Background: an optimization exercise with open tools, aiming at small area. Do not read the settings as production practice. RTL that was checked went through simulation tests only; none was proved equivalent to the original. No activity file was given, so power comes from the tool's default toggle rates.

## swb
module swb #(
    parameter integer CYC_US   = 2,      
    parameter integer TICK_CYC = 1250    
) (
    input  wire        clk,
    input  wire        rst,
    input  wire        req_valid,
    input  wire [15:0] req_word,
    output wire        req_ready,
    input  wire        sb_we,
    input  wire [3:0]  sb_addr,
    input  wire [7:0]  sb_wdata,
    input  wire        reg_we,
    input  wire [3:0]  reg_addr,
    input  wire [31:0] reg_wdata,
    output reg  [31:0] reg_rdata,
    input  wire        ss_pin,
    input  wire        rst_pin,
    output reg         lcd_rs,
    output wire        lcd_rw,
    output reg         lcd_e,
    output reg  [3:0]  lcd_d
);
==> flow/config.mk <==
export PLATFORM = sky130hd
export DESIGN_NAME = swb
export DESIGN_NICKNAME = swb
export VERILOG_FILES = /design/flow/design.v
export SDC_FILE = /design/flow/constraint.sdc
export NUM_CORES = 4
export LEC_CHECK = 0
export ABC_AREA = 1
export CAP_MARGIN = 10
export CORE_MARGIN = 2
export CORE_UTILIZATION = 55
export PLACE_DENSITY = 0.7
export SLEW_MARGIN = 10
==> flow/constraint.sdc <==
create_clock -name core_clock -period 25.0 [get_ports {clk}]
set_input_delay 5.0000 -clock core_clock [delete_from_list [all_inputs] [get_ports {clk}]]
set_output_delay 5.0000 -clock core_clock [all_outputs]
set_load 0.01 [all_outputs]
standard.sh (not shown) runs the stock make flow with config.mk's settings and CLKGATE_MAP_FILE= SYNTH_SCRIPT=/design/flow/synth_recipe.tcl, a recipe that flattens the netlist after the stock synthesis.
==> flow/flow/run.sh <==
#!/bin/bash
# The standard layout (the standard.sh, standard synthesis unchanged) with
# two arguments changed: ports are buffered with buf_1 instead of the default
# buffer, and CTS uses clkbuf_4 and clkbuf_8 in clusters of at most 10 sinks, without
# dummy loads. make's full output goes to standard.log.
set -euo pipefail
export BUFFER_PORTS_ARGS="-buffer_cell sky130_fd_sc_hd__buf_1"
export CTS_ARGS="-sink_clustering_enable -repair_clock_nets -dont_use_dummy_load -buf_list {sky130_fd_sc_hd__clkbuf_4 sky130_fd_sc_hd__clkbuf_8} -sink_clustering_size 10 -sink_clustering_max_diameter 40"
bash standard.sh > standard.log 2>&1
The starting point finished with timing, DRC and antenna clean.
Next try:
==> flow/flow/run.sh (replaced) <==
#!/bin/bash
# The standard layout (the standard.sh, standard synthesis unchanged) with
# two arguments changed: ports are buffered with buf_1 instead of the default
# buffer, and CTS uses clkbuf_8 in clusters of at most 16 sinks, without
# dummy loads. make's full output goes to standard.log.
set -euo pipefail
export BUFFER_PORTS_ARGS="-buffer_cell sky130_fd_sc_hd__buf_1"
export CTS_ARGS="-sink_clustering_enable -repair_clock_nets -dont_use_dummy_load -buf_list sky130_fd_sc_hd__clkbuf_8 -sink_clustering_size 16 -sink_clustering_max_diameter 50"
bash standard.sh > standard.log 2>&1
- CAP_MARGIN: 10 -> 0
- CORE_UTILIZATION: 55 -> 70
- PLACE_DENSITY: 0.7 -> 0.85
- SLEW_MARGIN: 10 -> 0
Result:
- count of clock-buffer cells in the layout drops by 11
- via count climbs by 1.4%
- total power drops by 4.9%
- final area drops by 1.5%
Function was not checked in any run of this note: the RTL went through the layout flow alone.

* * *

Another version of the RTL of swb (not shown whole).
Size in the first run: about 2,000 cells after synthesis, roughly 320 flip-flops, roughly 110 I/O pins, about 17,000 sq um of cells after synthesis.
export LEC_CHECK = 0
export ABC_AREA = 1
export CAP_MARGIN = 10
export CORE_MARGIN = 2
export CORE_UTILIZATION = 55
export PLACE_DENSITY = 0.7
export SLEW_MARGIN = 10
create_clock -name core_clock -period 25.0 [get_ports {clk}]
==> flow/flow/run.sh <==
#!/bin/bash
# The standard layout (the standard.sh, standard synthesis unchanged) with
# two arguments changed: ports are buffered with buf_1 instead of the default
# buffer, and CTS uses clkbuf_16 in clusters of at most 20 sinks, without
# dummy loads. make's full output goes to standard.log.
set -euo pipefail
export BUFFER_PORTS_ARGS="-buffer_cell sky130_fd_sc_hd__buf_1"
export CTS_ARGS="-sink_clustering_enable -repair_clock_nets -dont_use_dummy_load -buf_list sky130_fd_sc_hd__clkbuf_16 -sink_clustering_size 20 -sink_clustering_max_diameter 100"
bash standard.sh > standard.log 2>&1
Then changed:
--- a/flow/flow/run.sh
+++ b/flow/flow/run.sh
@@ -4 +4 @@
-# buffer, and CTS uses clkbuf_16 in clusters of at most 20 sinks, without
+# buffer, and CTS uses clkbuf_8 in clusters of at most 22 sinks, without
@@ -8 +8 @@
-export CTS_ARGS="-sink_clustering_enable -repair_clock_nets -dont_use_dummy_load -buf_list sky130_fd_sc_hd__clkbuf_16 -sink_clustering_size 20 -sink_clustering_max_diameter 100"
+export CTS_ARGS="-sink_clustering_enable -repair_clock_nets -dont_use_dummy_load -buf_list sky130_fd_sc_hd__clkbuf_8 -sink_clustering_size 22 -sink_clustering_max_diameter 45"
=> The changed run completed with no timing, DRC or antenna violations; area after synthesis stays the same; combinational power stays flat; cell area stays flat; global-route usage increases by 0.38 points; critical path depth is unchanged; power increases slightly.
Then changed:
--- a/flow/flow/run.sh
+++ b/flow/flow/run.sh
@@ -4 +4 @@
-# buffer, and CTS uses clkbuf_8 in clusters of at most 22 sinks, without
+# buffer, and CTS uses clkbuf_8 in clusters of at most 18 sinks, without
@@ -8 +8 @@
-export CTS_ARGS="-sink_clustering_enable -repair_clock_nets -dont_use_dummy_load -buf_list sky130_fd_sc_hd__clkbuf_8 -sink_clustering_size 22 -sink_clustering_max_diameter 45"
+export CTS_ARGS="-sink_clustering_enable -repair_clock_nets -dont_use_dummy_load -buf_list sky130_fd_sc_hd__clkbuf_8 -sink_clustering_size 18 -sink_clustering_max_diameter 70"
=> The new run went through all stages and came out clean; wire length falls by 0.83%; synthesized cell count stays the same; global-route usage falls by 0.33 points; final area falls by 1.0%; total power falls by 4.8%; clock skew falls by 0.0033 ns.
Then changed:
--- a/flow/flow/run.sh
+++ b/flow/flow/run.sh
@@ -4 +4 @@
-# buffer, and CTS uses clkbuf_8 in clusters of at most 18 sinks, without
+# buffer, and CTS uses clkbuf_8 in clusters of at most 16 sinks, without
@@ -8 +8 @@
-export CTS_ARGS="-sink_clustering_enable -repair_clock_nets -dont_use_dummy_load -buf_list sky130_fd_sc_hd__clkbuf_8 -sink_clustering_size 18 -sink_clustering_max_diameter 70"
+export CTS_ARGS="-sink_clustering_enable -repair_clock_nets -dont_use_dummy_load -buf_list sky130_fd_sc_hd__clkbuf_8 -sink_clustering_size 16 -sink_clustering_max_diameter 50"
Outcome: Core utilization came out higher by 0.54 points. Power increases by 4.4%. Wire length is higher by 0.53%. Final area climbs by 0.90%. Global-route usage rose by 0.39 points. Non-clock buffer count does not change. First-iteration DRC count went up by 3.5%. Area after synthesis stays the same. Cell count climbs by 0.48%. Setup slack improves by 0.047 ns. Via count rises by 0.34%.

what the ideal ports hide:
The flow's constraints put no driver on any port. The routed layouts listed below were extracted and timed again, unchanged, in two steps. Step 1 (the two cells are an assumption about what drives the block):
set clk [get_ports {clk}]
set_driving_cell -lib_cell sky130_fd_sc_hd__clkbuf_16 $clk
set_driving_cell -lib_cell sky130_fd_sc_hd__buf_2 [delete_from_list [all_inputs] $clk]
Step 2 moves the port delays by t, midway between the first and last clock arrival at a register: inputs arrive t later, outputs are due t later. That takes back most of the time a late clock gives input paths. Three values: no drivers, after step 1, after step 2; two values: the first two.
run	t, ns	slack for setup (ns)	hold slack, ns
the first run of note 1	0.627	13.313 / 13.281 / 13.281	0.433 / 0.433 / 0.433
the second run of note 1	0.574	13.292 / 13.267 / 13.267	0.435 / 0.435 / 0.435
the first run of note 2	0.566	13.170 / 13.149 / 13.149	0.422 / 0.422 / 0.422
the second run of note 2	0.590	13.177 / 13.156 / 13.156	0.426 / 0.426 / 0.426
the third run of note 2	0.626	13.143 / 13.122 / 13.122	0.428 / 0.428 / 0.428
the fourth run of note 2	0.596	13.191 / 13.169 / 13.169	0.426 / 0.426 / 0.426
After both steps setup and hold are still met in every run listed. For the first run of note 1, which loses most, drivers alone change the setup slack by -0.032 ns; drivers and shift together by -0.032 ns.
